This design comes from an exercise in tuning for small area, a short achievable clock period and few clock cycles on the open sky130 flow, not from production work. The RTL was checked by simulation tests, not by an equivalence proof against the original design. Power is estimated from default activity; no workload was simulated.

File: flow/design.v
module pwm_codec (
    input  wire        clk,
    input  wire        rst,           
    input  wire        cmd_valid,
    output wire        cmd_ready,
    input  wire [31:0] cmd,
    input  wire [63:0] op_a,
    input  wire [63:0] op_b,
    input  wire [63:0] op_c,
    output reg         rsp_valid,
    output reg  [3:0]  rsp_status,
    output reg  [63:0] rsp_r0,
    output wire [63:0] rsp_r1
);
    localparam W = 78;
    localparam [3:0] ST_OK             = 4'd0;
    localparam [3:0] ST_ILLEGAL_OP     = 4'd1;
    localparam [3:0] ST_ARG_RANGE      = 4'd2;
    localparam [3:0] ST_FREQ_NONPOS    = 4'd3;
    localparam [3:0] ST_CLOCK_NONPOS   = 4'd4;
    localparam [3:0] ST_PRESCALE_RANGE = 4'd5;
    localparam [3:0] ST_OVERFLOW       = 4'd6;
    localparam [W-1:0] P21   = 78'd476837158203125;
    localparam [W-1:0] K3    = P21 << 10;     
    localparam [W-1:0] HALF4 = P21 << 8;      
    localparam [W-1:0] DIV4  = P21 << 22;     
    localparam [63:0]  P9    = 64'd1953125;
    localparam [2:0] S_IDLE  = 3'd0;
    localparam [2:0] S_SETUP = 3'd1;
    localparam [2:0] S_MUL   = 3'd2;
    localparam [2:0] S_NORM  = 3'd3;
    localparam [2:0] S_DIV   = 3'd4;
    localparam [2:0] S_MID   = 3'd5;
    localparam [2:0] S_FIN   = 3'd6;
    reg [2:0]   state, ns;
    reg         rdy;
    reg [2:0]   op;                   
    reg         ill;                  
    reg         ph2;                  
    reg [3:0]   err;                  
    reg [W-1:0] r;                    
    reg [W-1:0] y;                    
    reg         yovf;                 
    reg         qovf;                 
    reg [6:0]   cnt;                  
    reg [12:0]  r1;                   
    wire [63:0] x = rsp_r0;           
    assign cmd_ready = rdy;
    assign rsp_r1    = {51'd0, r1};
    function [11:0] width_of;
        input [12:0] on_t;
        input [12:0] off_t;
        reg   [13:0] t;
        begin
            if (off_t > 13'd4095)
                width_of = 12'd0;
            else if (on_t > 13'd4095)
                width_of = 12'd4095;
            else if (on_t <= off_t)
                width_of = off_t[11:0] - on_t[11:0];
            else begin
                t = 14'd4096 + {1'b0, off_t} - {1'b0, on_t};
                width_of = t[11:0];
            end
        end
    endfunction
    function [25:0] from_width;
        input [12:0] w;
        input [12:0] d;
        reg   [13:0] off_t;
        begin
            if (w >= 13'd4095)
                from_width = {13'd4096, 13'd0};
            else if (w == 13'd0)
                from_width = {13'd0, 13'd4096};
            else begin
                off_t = {1'b0, d} + {1'b0, w};
                if (off_t > 14'd4095)
                    off_t = off_t - 14'd4096;
                from_width = {d, off_t[12:0]};
            end
        end
    endfunction
    wire         sub  = (state != S_MUL);
    wire [W:0]   sum  = {1'b0, r} + {1'b0, sub ? ~y : y} + {{W{1'b0}}, sub};
    wire         ge   = sum[W];       
    wire         r_z  = ~|r;
    wire         y_z  = ~|y;
    wire         x_hz = ~|x[63:1];
    wire [63:0]  q    = {x[63:1], x[0] & ~r_z};
    wire         a_gt4096 = (|r[W-1:13]) | (r[12] & |r[11:0]);
    wire         b_gt4096 = (|y[W-1:13]) | (y[12] & |y[11:0]);
    wire         b_gt4095 = |y[W-1:12];
    wire [11:0]  w_res  = width_of(r[12:0], y[12:0]);
    wire [25:0]  fw_imm = from_width(r[12:0], y[12:0]);
    wire [25:0]  fw_ms  = from_width(r1, q[12:0]);
    wire [8:0]   ps1    = {1'b0, r[7:0]} + 9'd1;
    wire [63:0]  pm1    = q - 64'd1;
    wire [31:0]  c_hi = cmd;
    wire         cmd_long = (c_hi[31:4] == 28'd0) &&
                            (cmd[3:0] >= 4'd3) && (cmd[3:0] <= 4'd6);
    wire         cmd_ill  = (c_hi[31:4] != 28'd0) ||
                            (cmd[3:0] == 4'd0) || (cmd[3:0] > 4'd6);
    always @(*) begin
        ns = state;
        case (state)
        S_IDLE:  if (cmd_valid) ns = cmd_long ? S_SETUP : S_FIN;
        S_SETUP: begin
            ns = S_MUL;
            case (op)
            3'd3:    if (r_z || b_gt4096) ns = S_FIN;
            3'd4:    if (y_z) ns = S_FIN;
            3'd5:    if ((|r[W-1:8]) || y_z) ns = S_FIN;
            default: if (r_z || y_z) ns = S_FIN;
            endcase
        end
        S_MUL: begin
            if (x_hz && !x[0])
                ns = (op == 3'd4 && !ph2) ? S_MID : S_FIN;
            else if (x[0] && (sum[W] || yovf))
                ns = S_FIN;
            else if (x_hz)
                ns = (op == 3'd3 || op == 3'd5) ? S_NORM : S_DIV;
        end
        S_NORM: begin
            if (!ge)
                ns = (cnt == 7'd0) ? S_FIN : S_DIV;
            else if (op == 3'd5 && cnt == 7'd64)
                ns = S_FIN;
            else if (|y[W-1:70])
                ns = S_DIV;
        end
        S_DIV:   if (cnt == 7'd0) ns = (op == 3'd4 && !ph2) ? S_MID : S_FIN;
        S_MID: begin
            if ((|x[63:13]) || (q[12] && |q[11:0]))
                ns = S_FIN;
            else
                ns = S_MUL;
        end
        S_FIN:   ns = S_IDLE;
        default: ns = S_IDLE;
        endcase
    end
    always @(posedge clk) begin
        if (rst) begin
            state     <= S_IDLE;
            rdy       <= 1'b0;
            rsp_valid <= 1'b0;
        end else begin
            state     <= ns;
            rdy       <= (ns == S_FIN);
            rsp_valid <= 1'b0;
        end
        case (state)
        S_IDLE: begin
            op     <= cmd[2:0];
            ill    <= cmd_ill;
            ph2    <= 1'b0;
            err    <= 4'd0;
            yovf   <= 1'b0;
            qovf   <= 1'b0;
            r      <= {{(W-64){1'b0}}, op_a};
            y      <= {{(W-64){1'b0}}, op_b};
            rsp_r0 <= op_a;
        end
        S_SETUP: begin
            case (op)
            3'd3: begin
                if (r_z)           err <= ST_FREQ_NONPOS;
                else if (b_gt4096) err <= ST_ARG_RANGE;
                rsp_r0 <= y[63:0];                     
                y      <= K3;
            end
            3'd4: begin
                if (y_z) err <= ST_FREQ_NONPOS;
                r <= HALF4;                           
            end
            3'd5: begin
                if (|r[W-1:8]) err <= ST_PRESCALE_RANGE;
                else if (y_z)  err <= ST_CLOCK_NONPOS;
                r      <= {{(W-11){1'b0}}, ps1, 2'b00};   
                r1     <= {4'd0, ps1};
                rsp_r0 <= P9;                         
            end
            default: begin
                if (r_z)      err <= ST_FREQ_NONPOS;
                else if (y_z) err <= ST_CLOCK_NONPOS;
                r      <= {r[W-3:0], 2'b00};          
                rsp_r0 <= P9;                         
            end
            endcase
        end
        S_MUL: begin
            if (x[0]) begin
                r <= sum[W-1:0];
                if (sum[W] || yovf)
                    err <= (op == 3'd4) ? ST_ARG_RANGE :
                           (op == 3'd5) ? ST_OVERFLOW : ST_PRESCALE_RANGE;
            end
            rsp_r0 <= {1'b0, x[63:1]};
            yovf   <= yovf | y[W-1];
            cnt    <= 7'd0;
            if (x_hz) begin
                case (op)
                3'd3:    y <= {{(W-65){1'b0}}, op_a, 1'b0};           
                3'd4:    begin y <= DIV4; cnt <= 7'd13; end
                3'd5:    y <= {{(W-12){1'b0}}, r1[8:0], 3'b000};      
                default: begin y <= {{(W-76){1'b0}}, op_a, 12'd0}; cnt <= 7'd9; end
                endcase
            end else
                y <= {y[W-2:0], 1'b0};
        end
        S_NORM: begin
            if (!ge) begin
                y   <= {1'b0, y[W-1:1]};
                cnt <= cnt - 7'd1;
            end else if (op == 3'd5 && cnt == 7'd64)
                err <= ST_OVERFLOW;
            else if (!(|y[W-1:70])) begin
                y   <= {y[W-9:0], 8'd0};
                cnt <= cnt + 7'd8;
            end
        end
        S_DIV: begin
            if (ge)
                r <= sum[W-1:0];
            rsp_r0 <= {x[62:0], ge};
            qovf   <= qovf | x[63];
            y      <= {1'b0, y[W-1:1]};
            cnt    <= cnt - 7'd1;
        end
        S_MID: begin
            if ((|x[63:13]) || (q[12] && |q[11:0]))
                err <= ST_ARG_RANGE;
            r1     <= q[12:0];                        
            r      <= HALF4;
            y      <= {{(W-64){1'b0}}, op_b};         
            rsp_r0 <= op_c;                           
            yovf   <= 1'b0;
            ph2    <= 1'b1;
        end
        S_FIN: begin
            rsp_valid <= cmd_valid & ~rst;
            rsp_r0    <= 64'd0;
            r1        <= 13'd0;
            if (ill)
                rsp_status <= ST_ILLEGAL_OP;
            else if (err != 4'd0)
                rsp_status <= err;
            else case (op)
            3'd1: begin
                if (a_gt4096 || b_gt4096)
                    rsp_status <= ST_ARG_RANGE;
                else begin
                    rsp_status <= ST_OK;
                    rsp_r0     <= {52'd0, w_res};
                end
            end
            3'd2: begin
                if (a_gt4096 || b_gt4095)
                    rsp_status <= ST_ARG_RANGE;
                else begin
                    rsp_status <= ST_OK;
                    rsp_r0     <= {51'd0, fw_imm[25:13]};
                    r1         <= fw_imm[12:0];
                end
            end
            3'd4: begin
                if ((|x[63:13]) || q[12])
                    rsp_status <= ST_ARG_RANGE;
                else begin
                    rsp_status <= ST_OK;
                    rsp_r0     <= {51'd0, fw_ms[25:13]};
                    r1         <= fw_ms[12:0];
                end
            end
            3'd6: begin
                if ((|x[63:9]) || (q[8] && |q[7:0]) || (q[8:0] == 9'd0))
                    rsp_status <= ST_PRESCALE_RANGE;
                else begin
                    rsp_status <= ST_OK;
                    rsp_r0     <= {56'd0, pm1[7:0]};
                end
            end
            default: begin  
                if (qovf)
                    rsp_status <= ST_OVERFLOW;
                else begin
                    rsp_status <= ST_OK;
                    rsp_r0     <= q;
                end
            end
            endcase
        end
        default: ;
        endcase
    end
endmodule
File: flow/constraint.sdc
create_clock -name core_clock -period 10.0 [get_ports {clk}]
set_input_delay 2.0000 -clock core_clock [delete_from_list [all_inputs] [get_ports {clk}]]
set_output_delay 2.0000 -clock core_clock [all_outputs]
set_load 0.01 [all_outputs]
File: flow/config.mk
export PLATFORM = sky130hd
export DESIGN_NAME = pwm_codec
export DESIGN_NICKNAME = pwm_codec
export VERILOG_FILES = /design/flow/design.v
export SDC_FILE = /design/flow/constraint.sdc
export NUM_CORES = 4
export LEC_CHECK = 0
export ABC_CLOCK_PERIOD_IN_PS = 2500
export CAP_MARGIN = 20
export CORE_MARGIN = 2
export CORE_UTILIZATION = 40
export SETUP_SLACK_MARGIN = 5
export SLEW_MARGIN = 20
File: flow/run.sh
#!/bin/bash
# synth_recipe.tcl (not shown) runs the flow's synth.tcl, then flattens the netlist and writes it again
# the make line also repeats each setting of config.mk as NAME=value (left out here)
make -C /OpenROAD-flow-scripts/flow DESIGN_CONFIG=/design/flow/config.mk WORK_HOME=/design/flow/orfs CLKGATE_MAP_FILE= SYNTH_SCRIPT=/design/flow/synth_recipe.tcl finish
==> results of run 1 <==
==> Yosys cell counts (all sizes together) (56+ instances only) <==
cell type and number:
a21o 56, inv 82, nor2 263, o21ai 317
xnor2 151, nand2 303, ha 130, nor4 68
mux2i 90, a22oi 114, clkbuf 223, edfxtp 255
a21oi 404, buf 114, nand3 149
==> sequential cells by signal, indices dropped and copies added (netlist names) <==
| register | flops |
|---|---|
| rdy | 1 |
| op | 3 |
| rsp_valid | 1 |
| rsp_status | 4 |
| yovf | 1 |
| y | 78 |
| rsp_r0 | 64 |
| cnt | 7 |
| ph2 | 1 |
| err | 4 |
| qovf | 1 |
| state | 3 |
| ill | 1 |
| r | 78 |
| r1 | 13 |
==> worst max-delay path, cell delays in order, from the launching register on <==
cell,delay (ps)
dfxtp_4,510
nor3b_4,230
buf_4,180
buf_12,180
xnor2_1,130
fa_1,490
a21o_1,230
a221oi_4,400
a31oi_4,200
and3b_1,250
o21ai_2,260
a21oi_4,140
nor2_4,140
buf_12,220
nor2_1,90
a22o_1,220
a21oi_4,140
buf_12,140
buf_4,130
buf_16,170
==> timing repair <==
item,CTS,global route
endpoints found under the setup margin,258,225
setup buffers,5,8
gates cloned,3,2
pin swaps,2,5
gates resized for setup,19,15
==> layout make-up <==
type | count | area (um^2) | share of cell area [%]
timing repair buffer | 390 | 3920 | 12.4
inverter | 85 | 320 | 1.01
clock buffer | 43 | 970 | 3.06
clock inverter | 20 | 148 | 0.466
tap | 864 | 1080 | 3.41
multi-input combinational | 2726 | 17500 | 55.1
antenna | 5 | 12.5 | 0.0395
sequential | 260 | 7770 | 24.5
==> stage by stage <==
step	power (W)	std cells	area (um^2)	setup slack, ps
after floorplan	0.0101	3408	27100	4690
after detailed placement	0.0133	4307	30200	3580
after global placement	0.0133	4307	30100	3710
after CTS	0.0148	4378	31500	4920
final	0.0153	4393	31700	5120
after global routing	0.0162	4390	31700	4980
==> report_power, final <==
group / total, W / leakage (nW) / internal [W] / switching (W)
registers: 0.00325 / 2.74 / 0.00209 / 0.00116
clock network: 0.00130 / 0.542 / 0.000739 / 0.000561
logic: 0.0107 / 8.45 / 0.00411 / 0.00662
==> routing by layer <==
| metal | routed length (um) | up-vias | part of all wire, % |
|---|---|---|---|
| li1 | - | 12900 | - |
| met5 | 55 | - | 0.042 |
| met1 | 50500 | 14000 | 38 |
| met4 | 9480 | 8 | 7.2 |
| met3 | 15100 | 489 | 11 |
| met2 | 56900 | 2063 | 43 |
==> path summary, 6_finish.rpt <==
kind,slack (ps),cells past startpoint,endpoint
worst min-delay path,620,1,rsp_status[0]
worst max-delay path,5120,19,y[71]
worst max register to register,5120,19,y[71]
worst min register to register,620,1,rsp_status[0]
==> kinds of logic (layout without fill, tap and decap cells) <==
kind of cell | after synthesis | after routing | share of synthesized area (%)
buf+inv | 422 | 538 | 6.84
compound gates | 1262 | 1262 | 30.1
mux | 90 | 90 | 3.38
simple gates | 995 | 995 | 17.6
fa+ha+maj | 141 | 141 | 6.67
xor+xnor | 187 | 187 | 6.15
other cells | 1 | 56 | 0.0141
flops | 260 | 260 | 29.1
==> qor.csv, run 1 <==
stage;metric;value;unit
floorplan;die_area;68600;um^2
global_route;grtUsageMet3;9.06;%
detailed_routing;drt-initial-drc-count;4422;
sta;fmax;205;MHz
detailed_routing;wl_per_cell;30.1;um
global_route;grt_pass1_vias;27400;
sta;period_needed;4880;ps
detailed_routing;firstDrtPassIters;10;
sta;slew_headroom;21.5;%
floorplan;io_pins;361;
synth;ys_top_cells_by_area;edfxtp_1 (29%), a21oi_1 (7.5%), ha_1 (6.1%);
run;maxCapViolations;0;
sta;maxSlewViolCount;0;
setup_path;worst_ep_arrival_time;5130;ps
min_path;hp-class;reg2reg;
detailed_routing;drc;0;
cts;clk_path_buf_depth;3;
sta;hold_viol_final;0;
cts;clock_tree.root_cell;clkbuf_16;
setup_path;criticalPathCategory;reg2reg;
cts;numCtsBuffers;36;
setup_path;crit_required;10250;ps
global_route;busiest_layer;met2;
floorplan;core_area;65900;um^2
sta;fin_crit_sh;48.8;%
synth;synth-main-ff-cell;edfxtp_1;
synth;syn_area;26600;um^2
sta;setup_tns;0;ps
setup_path;worstSetupEndpointType;register;
sta;setup_viol;0;
floorplan;start_util;40.4;%
cells_and_area;final_util;48.1;%
pwr;irDropWorstVdd;0.207;mV
cells_and_area;layout_commonest_cell;a21oi_1;
cts;clkTransAtPathRegs;60;ps
cts;cts_sinks;260;
sta;fin_skew;28.0;ps
pwr;p_leak;11.7;nW
global_route;grt_util_met2;55.5;%
cells_and_area;most-common-layout-cells;a21oi_1 (397), clkdlybuf4s50_1 (309), o21ai_0 (303);
cts;insertion_delay;570;ps
detailed_routing;avgViaCountPerCell;6.70;
cells_and_area;area_growth;19.1;%
floorplan;die_h;262;um
detailed_routing;postRouteAntennaNets;0;
synth;synth_edf_count;255;
min_path;worstHoldStart;err[0];
sta;rsz0062_at_grt;no;
synth;synthCells;3358;
cts;hold_buffers;0;
cts;cts_tree;yes;
setup_path;critPathLaunch;state[1];
floorplan;fp.dieW;262;um
synth;ys_types;101;
placed_design;port_buffers;309;
synth;syn-mean-instance-area;7.93;um^2
sta;tightest_slew;1180;ps
global_route;gr-usage-met1;48.0;%
floorplan;rows;94;
synth;synth_seq_cells;260;
placed_design;globalplace.congestion;0.998;
status;status;timing/DRC/antenna clean;
global_route;grt_pass1_wl;189;mm
sta;whs;624;ps
synth;synth.top_cell.area_share;28.8;%
global_route;grt_overflow;0;
cts;h-tree-depth;2;
cells_and_area;nFillCells;6528;
setup_path;reg2reg_from;state[1];
global_route;grt.total_usage;37.0;%
placed_design;dp_hpwl;94.9;mm
cells_and_area;final_nets;3860;
detailed_routing;routed_wl;132;mm
setup_path;start_kind;register;
synth;yosysWarnings;1;
global_route;grt_start_max_net_pins;86;
synth;ys_async_sr_fraction;0;%
detailed_routing;vias;29500;
global_route;antenna_found_initial;7;
synth;synth_largest_area_cell;edfxtp_1;
cells_and_area;drive_gt1_share;5.76;%
pwr;p_per_area;482;nW/um^2
synth;synth_seq_area_share;29.1;%
setup_path;cp_max_fo;20;
Testbench counts, summed over its fixed seeds: cycles 106,544.
==> run 2, diff against run 1 <==
--- a/flow/config.mk
+++ b/flow/config.mk
@@ -5,9 +5,7 @@
 export SDC_FILE = /design/flow/constraint.sdc
 export NUM_CORES = 4
 export LEC_CHECK = 0
-export ABC_CLOCK_PERIOD_IN_PS = 2500
 export CAP_MARGIN = 20
 export CORE_MARGIN = 2
 export CORE_UTILIZATION = 40
-export SETUP_SLACK_MARGIN = 5
 export SLEW_MARGIN = 20
==> qor.csv, run 2 <==
stage;metric;value;unit
synth;synth_edf_count;255;
floorplan;fp.dieW;262;um
cells_and_area;drive_gt1_share;4.97;%
sta;slew_headroom;18.4;%
pwr;comb_power_share;68.9;%
detailed_routing;vias;29100;
synth;ys_types;101;
cts;cts_sinks;260;
setup_path;worstSetupEndpointType;register;
status;status;timing/DRC/antenna clean;
setup_path;crit_end;y[73];
synth;synthCells;3358;
global_route;grt_start_max_net_pins;73;
cells_and_area;reg_top3;r x78, y x78, rsp_r0 x64;
setup_path;crit_required;10180;ps
cts;h-tree-depth;2;
synth;synth_seq_area_share;29.1;%
cts;numCtsBuffers;35;
cells_and_area;layout_commonest_cell;a21oi_1;
cells_and_area;multi_input_area;17400;um^2
floorplan;io_pins;361;
global_route;grt_pass1_vias;27500;
pwr;irDropWorstVdd;0.235;mV
cts;clk_path_buf_depth;3;
global_route;busiest_layer;met2;
sta;setup_tns;0;ps
synth;synth-main-ff-cell;edfxtp_1;
placed_design;globalplace.congestion;1.03;
floorplan;core_area;65900;um^2
synth;ys_top_cells_by_area;edfxtp_1 (29%), a21oi_1 (7.5%), ha_1 (6.1%);
setup_path;reg2reg_from;state[2];
cells_and_area;seqCellArea;7770;um^2
cts;cts_resized;0;
sta;period_needed;6740;ps
sta;fmax;148;MHz
cts;hold_buffers;0;
setup_path;rr_worst_depth;16;
floorplan;die_h;262;um
pwr;switchingPower;0.00807;W
cts;clock_tree.root_cell;clkbuf_16;
placed_design;port_buffers;309;
pwr;switching_share;54.1;%
setup_path;cp_max_fo;71;
global_route;grt_pass1_wl;185;mm
detailed_routing;routed_wl;129;mm
setup_path;start_kind;register;
cts;cts_tree;yes;
cells_and_area;area_growth;17.5;%
setup_path;criticalPathCategory;reg2reg;
floorplan;start_util;40.4;%
cts;insertion_delay;570;ps
detailed_routing;firstDrtPassIters;12;
synth;ys_async_sr_fraction;0;%
floorplan;rows;94;
setup_path;r2r_end;y[73];
synth;synth_seq_cells;260;
global_route;grt_util_met2;55.6;%
global_route;grt_overflow;0;
sta;setup_viol;0;
min_path;hold_depth;2;
setup_path;critPathLaunch;state[2];
sta;fin_skew;24.6;ps
sta;whs;624;ps
synth;yosysWarnings;1;
detailed_routing;drt-initial-drc-count;4224;
sta;rsz0062_at_grt;no;
pwr;p_seq_share;22.0;%
cells_and_area;final_nets;3837;
min_path;hp-class;reg2reg;
pwr;clock_power_share;9.2;%
global_route;grt.total_usage;36.2;%
synth;syn-mean-instance-area;7.93;um^2
sta;tightest_slew;1220;ps
synth;syn_area;26600;um^2
detailed_routing;drc;0;
pwr;internal_power;0.00684;W
synth;synth.most_common_cell;a21oi_1;
cells_and_area;nFillCells;6540;
cts;post-cts-setup-buffer-count;0;
run;maxCapViolations;0;
setup_path;worst_ep_arrival_time;6920;ps
floorplan;die_area;68600;um^2
global_route;gr-usage-met1;46.1;%
pwr;p_per_area;477;nW/um^2
sta;fin_crit_sh;67.4;%
detailed_routing;wl_per_cell;29.4;um
cts;clkTransAtPathRegs;60;ps
sta;maxSlewViolCount;0;
pwr;p_leak;11.5;nW
global_route;antenna_found_initial;6;
detailed_routing;avgViaCountPerCell;6.67;
global_route;grtUsageMet3;7.74;%
sta;hold_viol_final;0;
synth;synth_commonest_cells;a21oi_1 (400), o21ai_0 (307), nand2_1 (302), nor2_1 (263), edfxtp_1 (255);
detailed_routing;postRouteAntennaNets;0;
placed_design;dp_hpwl;94.0;mm
synth;synth.top_cell.area_share;28.8;%
synth;synth_largest_area_cell;edfxtp_1;
cells_and_area;most-common-layout-cells;a21oi_1 (398), clkdlybuf4s50_1 (309), o21ai_0 (306);
setup_path;r2r_setup_slack;3260;ps
==> run 2: cell count changes in the layout (fill, tap and decap cells not counted), sizes merged <==
cell,change
inv,+2
clkbuf,-6
buf,-18
diode,-2
bufinv,+5
clkinvlp,+2
bufbuf,-2
clkinv,-6
==> run 2: final cells by class <==
class | instances | area share [%]
clock buffers | 39 | 2.85
flip-flops and latches | 260 | 24.8
multi-input cells | 2726 | 55.5
well taps | 864 | 3.46
repair buffers | 368 | 11.3
clock inverters | 23 | 0.944
inverters | 85 | 1.02
diodes | 3 | 0.0240
==> run 2: critical path: stages, from the launching register on <==
cell and delay, ps:
dfxtp_4 620, nor3b_4 930, buf_12 480, xnor2_1 130, ha_1 390, a21oi_1 170
o21ai_0 200, a21oi_1 220, nor3_1 90, o311ai_0 530, nand2_1 300, nor2_4 480
nor2_1 140, a22o_1 240, a21oi_4 140, buf_4 520, buf_4 610
==> run 2: stage by stage <==
stage                     setup slack [ps]  power, W  instance area, um^2  cells  utilization, %
after detailed placement              3530    0.0132                30100   4303            45.7
after global routing                  3040    0.0158                31300   4367            47.5
after floorplan                       1850   0.00997                26800   3408               -
after global placement                3590    0.0132                30100   4303            45.7
after CTS                             3480    0.0146                31300   4365            47.5
final                                 3260    0.0149                31300   4368            47.5
==> run 2: how the worst min path moves through the flow <==
| stage | start | to | slack [ps] |
|---|---|---|---|
| 4_1_cts | cnt[0] | cnt[0] | 630 |
| 3_3_place_gp | err[0] | rsp_status[0] | 610 |
| 2_1_floorplan | err[0] | rsp_status[0] | 550 |
| 5_1_grt | err[0] | rsp_status[0] | 670 |
| 6_report | r[72] | r[74] | 620 |
| 3_5_place_dp | r[62] | r[64] | 610 |
==> run 2: cells by family after synthesis <==
kind of cell    after synthesis  synth area share, %
compound gates             1262                 30.1
simple gates                995                 17.6
buf+inv                     422                 6.84
flops                       260                 29.1
xor+xnor                    187                 6.15
fa+ha+maj                   141                 6.67
mux                          90                 3.38
other cells                   1               0.0141
==> run 2: power by group through the flow <==
stage          clock network (W)  registers [W]  logic, W
2_1_floorplan                  0        0.00262   0.00736
3_3_place_gp                   0        0.00323    0.0100
3_5_place_dp                   0        0.00322   0.00999
4_1_cts                  0.00137        0.00320    0.0101
5_1_grt                  0.00141        0.00328    0.0111
6_report                 0.00137        0.00328    0.0103
==> run 2: routing by layer <==
metal / wire (um) / part of all wire (%)
met1: 48600 / 38
met2: 56600 / 44
met3: 13700 / 11
met4: 9540 / 7.4
met5: 35 / 0.027

separate check: timing with driven ports:
In the flow no input, the clock included, has a driving cell. The finished layouts below were timed again as built, in two steps.
Step 1: set_driving_cell puts a clkbuf_16 on clk and a buf_2 on each other input, an assumption about the parent block.
Step 2 also shifts input and output timing later by t, the mid clock arrival at the registers, as if the neighbouring blocks saw the same clock.
Slacks: ideal ports / drivers / drivers and shift; pairs: ideal ports / drivers.
run	t, ns	slack for setup (ns)	worst hold slack (ns)	pins driven straight from the clock port
run 1	0.626	5.115 / 5.115 / 5.115	0.624 / 0.624 / 0.624	1
run 2	0.624	3.262 / 3.262 / 3.262	0.624 / 0.624 / 0.624	1
After both steps setup and hold are still met in every run listed.
